Context: an optimization exercise on an open-source flow, tuned for small area. The choices shown serve that exercise and are no tape-out recipe.
At most, simulation tests tie the RTL to the original design; equivalence was not proved.
The flow treats the clock pin as an ideal source. Dropping or thinning the clock tree relies on that and would not hold on a real chip.
No activity file was given, so power comes from the tool's default toggle rates.

==> indigo: inputs <==
==> flow/design.v <==
module ql_sampler (
    input  wire        clk,
    input  wire        rst,           
    input  wire        trig_in,
    input  wire        sample_valid,
    input  wire [15:0] sample_raw,    
    input  wire        tu_tick,
    input  wire        tx_tick,
    output wire [7:0]  bus_out,
    output wire        fault_out,
    output wire        ready
);
    localparam signed [15:0] BOUND = 16'sd15000;
    reg  [1:0] ph;
    reg        c;
    reg  [4:0] level;
    reg  [4:0] frame_lo;
    wire armed = ph[1] | ph[0];
    wire cool  = armed & c;
    wire signed [15:0] r        = sample_raw;
    wire               in_range = (r >= -BOUND) && (r <= BOUND);
    wire        [4:0]  q        = {~sample_raw[14], sample_raw[13:10]};
    wire do_validate = sample_valid && armed && !c;
    wire do_tx       = tx_tick && armed;
    always @(posedge clk) begin
        if (rst) begin
            ph       <= 2'b00;
            c        <= 1'b0;
            level    <= 5'd0;
            frame_lo <= 5'd0;
        end else begin
            if (!armed) begin
                c  <= trig_in;
                ph <= {1'b0, c && !trig_in};
            end else begin
                if (tx_tick)
                    ph <= {1'b1, ph == 2'b10};
                if (c)
                    c <= !tu_tick;
                else
                    c <= sample_valid && !in_range;
            end
            if (do_validate && in_range)
                level <= q;
            if (do_tx)
                frame_lo <= level;
        end
    end
    assign bus_out   = {ph[1] & ph[0], 2'b00, frame_lo};
    assign fault_out = cool;
    assign ready     = armed && !c;
endmodule
module ql_receiver (
    input  wire       clk,
    input  wire       rst,            
    input  wire       cap_in,
    input  wire       frt_tick,
    input  wire [7:0] bus_in,
    output wire [7:0] duty_a_out,
    output wire [7:0] duty_b_out,
    output wire       alert_out
);
    localparam [14:0] DET_MASK = 15'h7aef;
    localparam [14:0] DET_VAL  = 15'h3da6 & 15'h7aef;
    reg [14:0] lfsr;
    reg        alert;
    reg        cap_prev;
    reg        cap_pend;
    reg [4:0]  duty;
    reg [4:0] duty_new;
    always @(*) begin
        case (bus_in[4:0])
            5'd0: duty_new = 5'd4;
            5'd1: duty_new = 5'd4;
            5'd2: duty_new = 5'd5;
            5'd3: duty_new = 5'd5;
            5'd4: duty_new = 5'd6;
            5'd5: duty_new = 5'd7;
            5'd6: duty_new = 5'd7;
            5'd7: duty_new = 5'd8;
            5'd8: duty_new = 5'd9;
            5'd9: duty_new = 5'd9;
            5'd10: duty_new = 5'd10;
            5'd11: duty_new = 5'd10;
            5'd12: duty_new = 5'd11;
            5'd13: duty_new = 5'd12;
            5'd14: duty_new = 5'd12;
            5'd15: duty_new = 5'd13;
            5'd16: duty_new = 5'd14;
            5'd17: duty_new = 5'd14;
            5'd18: duty_new = 5'd15;
            5'd19: duty_new = 5'd15;
            5'd20: duty_new = 5'd16;
            5'd21: duty_new = 5'd17;
            5'd22: duty_new = 5'd17;
            5'd23: duty_new = 5'd18;
            5'd24: duty_new = 5'd19;
            5'd25: duty_new = 5'd19;
            5'd26: duty_new = 5'd20;
            5'd27: duty_new = 5'd20;
            5'd28: duty_new = 5'd21;
            5'd29: duty_new = 5'd22;
            5'd30: duty_new = 5'd22;
            5'd31: duty_new = 5'd23;
            default: duty_new = 5'd0;
        endcase
    end
    wire [14:0] lfsr_next = {lfsr[13:0], ~(lfsr[14] ^ lfsr[3])};
    wire        expired   = (lfsr & DET_MASK) == DET_VAL;
    always @(posedge clk) begin
        if (rst) begin
            lfsr     <= 15'd0;
            alert    <= 1'b0;
            cap_prev <= 1'b1;
            cap_pend <= 1'b0;
            duty     <= 5'd0;
        end else begin
            cap_prev <= cap_in;
            cap_pend <= !cap_prev && cap_in;
            if (!cap_prev && cap_in)
                lfsr <= 15'd0;
            else if (frt_tick)
                lfsr <= lfsr_next;
            if (cap_pend) begin
                alert <= 1'b0;
                duty  <= duty_new;
            end else if (expired) begin
                alert <= 1'b1;
            end
        end
    end
    assign duty_a_out = {3'b000, duty};
    assign duty_b_out = {3'b000, duty};
    assign alert_out  = alert;
endmodule
module quantizer_link (
    input  wire        clk,
    input  wire        rst_s,
    input  wire        trig_in,
    input  wire        sample_valid,
    input  wire [15:0] sample_raw,
    input  wire        tu_tick,
    input  wire        tx_tick,
    output wire [7:0]  bus_out,
    output wire        fault_out,
    output wire        ready,
    input  wire        rst_r,
    input  wire        cap_in,
    input  wire        frt_tick,
    input  wire [7:0]  bus_in,
    output wire [7:0]  duty_a_out,
    output wire [7:0]  duty_b_out,
    output wire        alert_out
);
    ql_sampler u_su (
        .clk          (clk),
        .rst          (rst_s),
        .trig_in      (trig_in),
        .sample_valid (sample_valid),
        .sample_raw   (sample_raw),
        .tu_tick      (tu_tick),
        .tx_tick      (tx_tick),
        .bus_out      (bus_out),
        .fault_out    (fault_out),
        .ready        (ready)
    );
    ql_receiver u_ru (
        .clk        (clk),
        .rst        (rst_r),
        .cap_in     (cap_in),
        .frt_tick   (frt_tick),
        .bus_in     (bus_in),
        .duty_a_out (duty_a_out),
        .duty_b_out (duty_b_out),
        .alert_out  (alert_out)
    );
endmodule
==> flow/flow/run.sh <==
#!/bin/bash
# Own layout flow: the standard ORFS flow, with
#  - an area-oriented ABC mapping script in synthesis, without the adder-cell step
#    (registers unchanged),
#  - the smallest buffer (buf_1) on every input and output port,
#  - one tie cell shared by the constant outputs,
#  - a one-level clock tree (manual_cts.tcl) in place of TritonCTS's H-tree.
# Each tool's output goes to a log file in this folder.
set -euo pipefail
W=$(pwd)
rm -rf "$W/scripts_c"
cp -r "$FLOW_HOME/scripts" "$W/scripts_c"
cp "$W/flow/abc_area.script" "$W/scripts_c/abc_speed.script"
sed -i 's|^log_cmd clock_tree_synthesis .*|source $::env(MANUAL_CTS_TCL); manual_cts $::env(MANUAL_CTS_TARGET) $::env(MANUAL_CTS_CHOICES)|' "$W/scripts_c/cts.tcl"
grep -q manual_cts "$W/scripts_c/cts.tcl"
export SCRIPTS_DIR="$W/scripts_c"
export MANUAL_CTS_TCL="$W/flow/manual_cts.tcl"
B=sky130_fd_sc_hd_
export MANUAL_CTS_TARGET=0.112
export MANUAL_CTS_CHOICES="{${B}_buf_4 ${B}_buf_4 ${B}_buf_4} {${B}_buf_6 ${B}_buf_6} {${B}_buf_4 ${B}_buf_4 ${B}_buf_4 ${B}_buf_4} {${B}_clkbuf_8 ${B}_clkbuf_8} {${B}_buf_8 ${B}_buf_8} {${B}_buf_6 ${B}_buf_6 ${B}_buf_6}"
export BUFFER_PORTS_ARGS="-buffer_cell sky130_fd_sc_hd__buf_1"
export SKIP_REPAIR_TIE_FANOUT=1
export ADDER_MAP_FILE=
# let repair_design resize a driver to another footprint rather than add a buffer
bash standard.sh finish MATCH_CELL_FOOTPRINT=0 > "$W/standard.log" 2>&1
==> flow/flow/abc_area.script <==
strash
&get -n
&fraig -x
&put
dc2
strash
&get -n
&deepsyn -T 20
&put
strash
&get -n
&dch -f
&nf -a -R 1000
&put
mfs2
strash
&get -n
&dch -f
&nf -a -R 1000
&put
topo
dnsize -c
==> flow/flow/manual_cts.tcl <==

proc mcts_sinks { clknet } {
  set sinks {}
  foreach it [$clknet getITerms] {
    set bb [[$it getInst] getBBox]
    lappend sinks [list [expr {([$bb xMin] + [$bb xMax]) / 2.0}] [expr {([$bb yMin] + [$bb yMax]) / 2.0}] $it]
  }
  return $sinks
}

# Capacitated k-means: returns each sink's group. caps: the most sinks each group may take.
proc mcts_group { sinks cx cy caps } {
  set k [llength $cx]
  set grp {}
  for {set iter 0} {$iter < 30} {incr iter} {
    set pairs {}
    set i 0
    foreach s $sinks {
      for {set g 0} {$g < $k} {incr g} {
        lappend pairs [list [expr {abs([lindex $s 0] - [lindex $cx $g]) + abs([lindex $s 1] - [lindex $cy $g])}] $i $g]
      }
      incr i
    }
    set pairs [lsort -real -index 0 $pairs]
    set grp [lrepeat [llength $sinks] -1]
    set left $caps
    foreach p $pairs {
      lassign $p d i g
      if {[lindex $grp $i] >= 0 || [lindex $left $g] <= 0} { continue }
      lset grp $i $g
      lset left $g [expr {[lindex $left $g] - 1}]
    }
    for {set g 0} {$g < $k} {incr g} {
      set sx 0; set sy 0; set m 0
      foreach s $sinks q $grp { if {$q == $g} { set sx [expr {$sx + [lindex $s 0]}]; set sy [expr {$sy + [lindex $s 1]}]; incr m } }
      if {$m > 0} { lset cx $g [expr {$sx / $m}]; lset cy $g [expr {$sy / $m}] }
    }
  }
  return [list $grp $cx $cy]
}

# Build the tree for one grouping; returns the buffers it made.
proc mcts_build { cells sinks grp cx cy } {
  set db [ord::get_db]
  set block [ord::get_db_block]
  set clknet [$block findNet clk]
  set made {}
  set g 0
  foreach cell $cells {
    set inst [odb::dbInst_create $block [$db findMaster $cell] clkbuf_$g\_clk]
    set net [odb::dbNet_create $block clknet_$g\_clk]
    $net setSigType CLOCK
    foreach s $sinks q $grp {
      if {$q != $g} { continue }
      set it [lindex $s 2]
      $it disconnect
      $it connect $net
    }
    [$inst findITerm A] connect $clknet
    [$inst findITerm X] connect $net
    $inst setLocation [expr {int([lindex $cx $g])}] [expr {int([lindex $cy $g])}]
    $inst setPlacementStatus PLACED
    lappend made $inst
    incr g
  }
  return $made
}

# Undo mcts_build.
proc mcts_remove { made } {
  set block [ord::get_db_block]
  set clknet [$block findNet clk]
  foreach inst $made {
    set net [[$inst findITerm X] getNet]
    foreach it [$net getITerms] {
      if {[$it getInst] eq $inst} { continue }
      $it disconnect
      $it connect $clknet
    }
    odb::dbInst_destroy $inst
    odb::dbNet_destroy $net
  }
}

proc mcts_worst_slew { } {
  estimate_parasitics -placement
  set m 0
  foreach p [get_pins -hier */CLK] {
    set s [get_property $p slew_max]
    if {$s > $m} { set m $s }
  }
  return $m
}

# The buffer cell's weight: its drive, taken from the number at the end of its name.
proc mcts_weight { cell } {
  regexp {_(\d+)$} $cell -> w
  return $w
}

# Groupings to try for a choice: starts from strips across x, across y, and a few pseudo-random
# picks of sinks (a fixed seed, so the flow repeats itself).
proc mcts_groupings { sinks cells } {
  set k [llength $cells]
  set n [llength $sinks]
  set wsum 0
  foreach c $cells { incr wsum [mcts_weight $c] }
  set caps {}
  foreach c $cells { lappend caps [expr {int(ceil(double($n) * [mcts_weight $c] / $wsum)) + 1}] }
  set starts {}
  foreach axis {0 1} {
    set sorted [lsort -real -index $axis $sinks]
    set cx {}; set cy {}
    for {set g 0} {$g < $k} {incr g} {
      set s [lindex $sorted [expr {(2 * $g + 1) * $n / (2 * $k)}]]
      lappend cx [lindex $s 0]; lappend cy [lindex $s 1]
    }
    lappend starts [list $cx $cy]
  }
  expr {srand(12345)}
  for {set t 0} {$t < 6} {incr t} {
    set cx {}; set cy {}
    for {set g 0} {$g < $k} {incr g} {
      set s [lindex $sinks [expr {int(rand() * $n)}]]
      lappend cx [lindex $s 0]; lappend cy [lindex $s 1]
    }
    lappend starts [list $cx $cy]
  }
  set out {}
  foreach st $starts {
    lappend out [mcts_group $sinks [lindex $st 0] [lindex $st 1] $caps]
  }
  return $out
}

proc manual_cts { target choices } {
  set_propagated_clock [all_clocks]
  set block [ord::get_db_block]
  set sinks [mcts_sinks [$block findNet clk]]
  set last [lindex $choices end]
  foreach cells $choices {
    set best {}
    set bests 1e9
    foreach gr [mcts_groupings $sinks $cells] {
      lassign $gr grp cx cy
      set made [mcts_build $cells $sinks $grp $cx $cy]
      set s [mcts_worst_slew]
      mcts_remove $made
      if {$s < $bests} { set bests $s; set best $gr }
    }
    puts "manual_cts: [join $cells ,]: best estimated worst clock-pin slew $bests"
    if {$bests <= $target || $cells eq $last} {
      lassign $best grp cx cy
      mcts_build $cells $sinks $grp $cx $cy
      puts "manual_cts: keeping [join $cells ,] (estimated worst clock-pin slew [mcts_worst_slew])"
      return
    }
  }
}
==> flow/standard.sh <==
#!/bin/bash
# synth_recipe.tcl (not shown) runs the flow's synth.tcl, then flattens the netlist and writes it again
# the make line also repeats each setting of config.mk as NAME=value (left out here)
make -C /OpenROAD-flow-scripts/flow DESIGN_CONFIG=/design/flow/config.mk WORK_HOME=/design/flow/orfs CLKGATE_MAP_FILE= SYNTH_SCRIPT=/design/flow/synth_recipe.tcl "${@:-finish}"
==> flow/config.mk <==
export PLATFORM = sky130hd
export DESIGN_NAME = quantizer_link
export DESIGN_NICKNAME = quantizer_link
export VERILOG_FILES = /design/flow/design.v
export SDC_FILE = /design/flow/constraint.sdc
export NUM_CORES = 4
export LEC_CHECK = 0
export CAP_MARGIN = 20
export CORE_AREA = 2 2 60 60
export DIE_AREA = 0 0 62 62
export GPL_TIMING_DRIVEN = 0
export PLACE_DENSITY = 0.8
export SLEW_MARGIN = 20
==> flow/constraint.sdc <==
create_clock -name core_clock -period 5.0 [get_ports {clk}]
set_input_delay 1.0000 -clock core_clock [delete_from_list [all_inputs] [get_ports {clk}]]
set_output_delay 1.0000 -clock core_clock [all_outputs]
set_load 0.01 [all_outputs]
==> lagoon (differences from indigo) <==
--- a/flow/design.v
+++ b/flow/design.v
@@ -119,11 +119,11 @@
             cap_pend <= !cap_prev && cap_in;
-            if (!cap_prev && cap_in)
-                lfsr <= 15'd0;
-            else if (frt_tick)
-                lfsr <= lfsr_next;
             if (cap_pend) begin
                 alert <= 1'b0;
+                lfsr  <= {14'd0, frt_tick};
                 duty  <= duty_new;
-            end else if (expired) begin
-                alert <= 1'b1;
+            end else begin
+                if (frt_tick)
+                    lfsr <= lfsr_next;
+                if (expired)
+                    alert <= 1'b1;
             end
--- a/flow/flow/run.sh
+++ b/flow/flow/run.sh
@@ -17,5 +17,4 @@
 export MANUAL_CTS_TCL="$W/flow/manual_cts.tcl"
-B=sky130_fd_sc_hd_
-export MANUAL_CTS_TARGET=0.112
-export MANUAL_CTS_CHOICES="{${B}_buf_4 ${B}_buf_4 ${B}_buf_4} {${B}_buf_6 ${B}_buf_6} {${B}_buf_4 ${B}_buf_4 ${B}_buf_4 ${B}_buf_4} {${B}_clkbuf_8 ${B}_clkbuf_8} {${B}_buf_8 ${B}_buf_8} {${B}_buf_6 ${B}_buf_6 ${B}_buf_6}"
+export MANUAL_CTS_TARGET=0.118
+export MANUAL_CTS_CHOICES="{sky130_fd_sc_hd__buf_4 3} {sky130_fd_sc_hd__buf_6 2} {sky130_fd_sc_hd__clkbuf_8 2} {sky130_fd_sc_hd__buf_4 4} {sky130_fd_sc_hd__buf_8 2} {sky130_fd_sc_hd__buf_6 3}"
 export BUFFER_PORTS_ARGS="-buffer_cell sky130_fd_sc_hd__buf_1"
@@ -23,3 +22,2 @@
 export ADDER_MAP_FILE=
-# let repair_design resize a driver to another footprint rather than add a buffer
-bash standard.sh finish MATCH_CELL_FOOTPRINT=0 > "$W/standard.log" 2>&1
+bash standard.sh > "$W/standard.log" 2>&1
==> flow/flow/manual_cts.tcl (replaced) <==

proc mcts_sinks { clknet } {
  set sinks {}
  foreach it [$clknet getITerms] {
    set bb [[$it getInst] getBBox]
    lappend sinks [list [expr {([$bb xMin] + [$bb xMax]) / 2.0}] [expr {([$bb yMin] + [$bb yMax]) / 2.0}] $it]
  }
  return [lsort -real -index 0 $sinks]
}

# Build the tree; returns the buffers it made.
proc mcts_build { cell nbuf } {
  set db [ord::get_db]
  set block [ord::get_db_block]
  set master [$db findMaster $cell]
  set clknet [$block findNet clk]
  set sinks [mcts_sinks $clknet]
  set n [llength $sinks]
  set cx {}; set cy {}
  for {set g 0} {$g < $nbuf} {incr g} {
    set s [lindex $sinks [expr {(2 * $g + 1) * $n / (2 * $nbuf)}]]
    lappend cx [lindex $s 0]; lappend cy [lindex $s 1]
  }
  for {set iter 0} {$iter < 20} {incr iter} {
    set grp {}
    foreach s $sinks {
      set best 0; set bd 1e30
      for {set g 0} {$g < $nbuf} {incr g} {
        set d [expr {abs([lindex $s 0] - [lindex $cx $g]) + abs([lindex $s 1] - [lindex $cy $g])}]
        if {$d < $bd} { set bd $d; set best $g }
      }
      lappend grp $best
    }
    for {set g 0} {$g < $nbuf} {incr g} {
      set sx 0; set sy 0; set m 0
      foreach s $sinks k $grp { if {$k == $g} { set sx [expr {$sx + [lindex $s 0]}]; set sy [expr {$sy + [lindex $s 1]}]; incr m } }
      if {$m > 0} { lset cx $g [expr {$sx / $m}]; lset cy $g [expr {$sy / $m}] }
    }
  }
  set made {}
  for {set g 0} {$g < $nbuf} {incr g} {
    set inst [odb::dbInst_create $block $master clkbuf_$g\_clk]
    set net [odb::dbNet_create $block clknet_$g\_clk]
    $net setSigType CLOCK
    foreach s $sinks k $grp {
      if {$k != $g} { continue }
      set it [lindex $s 2]
      $it disconnect
      $it connect $net
    }
    [$inst findITerm A] connect $clknet
    [$inst findITerm X] connect $net
    $inst setLocation [expr {int([lindex $cx $g])}] [expr {int([lindex $cy $g])}]
    $inst setPlacementStatus PLACED
    lappend made $inst
  }
  return $made
}

# Undo mcts_build.
proc mcts_remove { made } {
  set block [ord::get_db_block]
  set clknet [$block findNet clk]
  foreach inst $made {
    set net [[$inst findITerm X] getNet]
    foreach it [$net getITerms] {
      if {[$it getInst] eq $inst} { continue }
      $it disconnect
      $it connect $clknet
    }
    odb::dbInst_destroy $inst
    odb::dbNet_destroy $net
  }
}

proc mcts_worst_slew { } {
  estimate_parasitics -placement
  set m 0
  foreach p [get_pins -hier */CLK] {
    set s [get_property $p slew_max]
    if {$s > $m} { set m $s }
  }
  return $m
}

proc manual_cts { target choices } {
  set_propagated_clock [all_clocks]
  set last [lindex $choices end]
  foreach c $choices {
    lassign $c cell nbuf
    set made [mcts_build $cell $nbuf]
    set s [mcts_worst_slew]
    puts "manual_cts: $nbuf x $cell, estimated worst clock-pin slew $s"
    if {$s <= $target || $c eq $last} {
      puts "manual_cts: keeping $nbuf x $cell"
      return
    }
    mcts_remove $made
  }
}
- GPL_TIMING_DRIVEN: 0 -> default
==> sierra (differences from indigo) <==
--- a/flow/design.v
+++ b/flow/design.v
@@ -66,3 +66,3 @@
     reg        alert;
-    reg        cap_prev;
+    reg        cap_prev_n;     
     reg        cap_pend;
@@ -113,3 +113,3 @@
             alert    <= 1'b0;
-            cap_prev <= 1'b1;
+            cap_prev_n <= 1'b0;
             cap_pend <= 1'b0;
@@ -117,5 +117,5 @@
         end else begin
-            cap_prev <= cap_in;
-            cap_pend <= !cap_prev && cap_in;
-            if (!cap_prev && cap_in)
+            cap_prev_n <= !cap_in;
+            cap_pend <= cap_prev_n && cap_in;
+            if (cap_prev_n && cap_in)
                 lfsr <= 15'd0;
--- a/flow/flow/run.sh
+++ b/flow/flow/run.sh
@@ -6,4 +6,2 @@
 #  - one tie cell shared by the constant outputs,
-#  - a one-level clock tree (manual_cts.tcl) in place of TritonCTS's H-tree.
-# Each tool's output goes to a log file in this folder.
 set -euo pipefail
@@ -23,3 +21,2 @@
 export ADDER_MAP_FILE=
-# let repair_design resize a driver to another footprint rather than add a buffer
-bash standard.sh finish MATCH_CELL_FOOTPRINT=0 > "$W/standard.log" 2>&1
+bash standard.sh > "$W/standard.log" 2>&1
- GPL_TIMING_DRIVEN: 0 -> default
==> summary.txt <==
Between indigo and lagoon, the lower utilization is in lagoon (gap 3.3 points).
The highest worst hold slack belongs to indigo, the lowest to lagoon.
The lowest global-route usage belongs to indigo, the highest to sierra.
Routed wire length: lagoon < sierra < indigo.
Clock skew: lagoon > sierra > indigo.
First-iteration DRC count is the same in lagoon and indigo.
The lowest design area belongs to sierra, the highest to indigo.
==> figures <==
| metric | lagoon | indigo | sierra |
|---|---|---|---|
| Outcome | timing/DRC/antenna clean | timing/DRC/antenna clean | timing/DRC/antenna clean |
| Worst slack at placement | 1.91 ns | 1.91 ns | 1.87 ns |
| Power per cell area | 281 mW/mm^2 | 269 mW/mm^2 | 279 mW/mm^2 |
| Critical register-to-register path startpoint | u_su.ph[0] | u_su.ph[1] | u_su.ph[0] |
| Simple logic cell fraction of the synthesized area | 0.133 | 0.142 | 0.137 |
| Period utilisation layout | 0.574 | 0.590 | 0.594 |
| Delay of the slowest cell on the worst path | 0.46 ns | 0.48 ns | 0.50 ns |
| Number of global-route vias before repair | 996 | 1008 | 1008 |
| Netlist area before placement | 0.00143 sq mm | 0.00143 sq mm | 0.00142 sq mm |
| Cell area after layout | 0.00160 sq mm | 0.00171 sq mm | 0.00159 sq mm |
| Final WS setup | 2.13 ns | 2.05 ns | 2.03 ns |
| Leakage component of the power | 0.564 nW | 0.641 nW | 0.560 nW |
| Placed cell areas | 0.00158 sq mm | 0.00168 sq mm | 0.00156 sq mm |
| End point of the critical path | u_su.level[3] | u_su.level[2] | u_su.level[2] |
| Total chip power | 0.450 mW | 0.460 mW | 0.443 mW |
No functional check of the RTL was part of indigo. In every run of this note, the design's own scripts or RTL, not TritonCTS, make the clock network.

-- separate check: timing with driven ports --
The results above use ideal ports. As a check the final layouts listed here were re-extracted and re-timed, cells and wires unchanged. Step 1, drivers: a clkbuf_16 drives clk and a buf_2 each remaining input, both assumed. Step 2, shift: input delay + t, output delay - t, t = (earliest + latest rising clock arrival at the registers) / 2. This alone moves slack from input paths to output paths. Three values: no drivers, after step 1, after step 2; two values: the first two.
| run | shift t [ns] | setup slack, ns | worst setup path after step 2 | clock arrival spread, ns |
|---|---|---|---|---|
| indigo | 0.167 | 2.052 / 2.073 / 1.907 | input to register | 0.005 / 0.005 |
| lagoon | 0.194 | 2.131 / 2.149 / 1.956 | input to register | 0.017 / 0.017 |
| sierra | 0.177 | 2.029 / 2.042 / 1.865 | input to register | 0.011 / 0.010 |
After both steps setup and hold are still met in every run listed. For lagoon, which loses most, drivers alone change the setup slack by +0.018 ns; drivers and shift together by -0.175 ns.
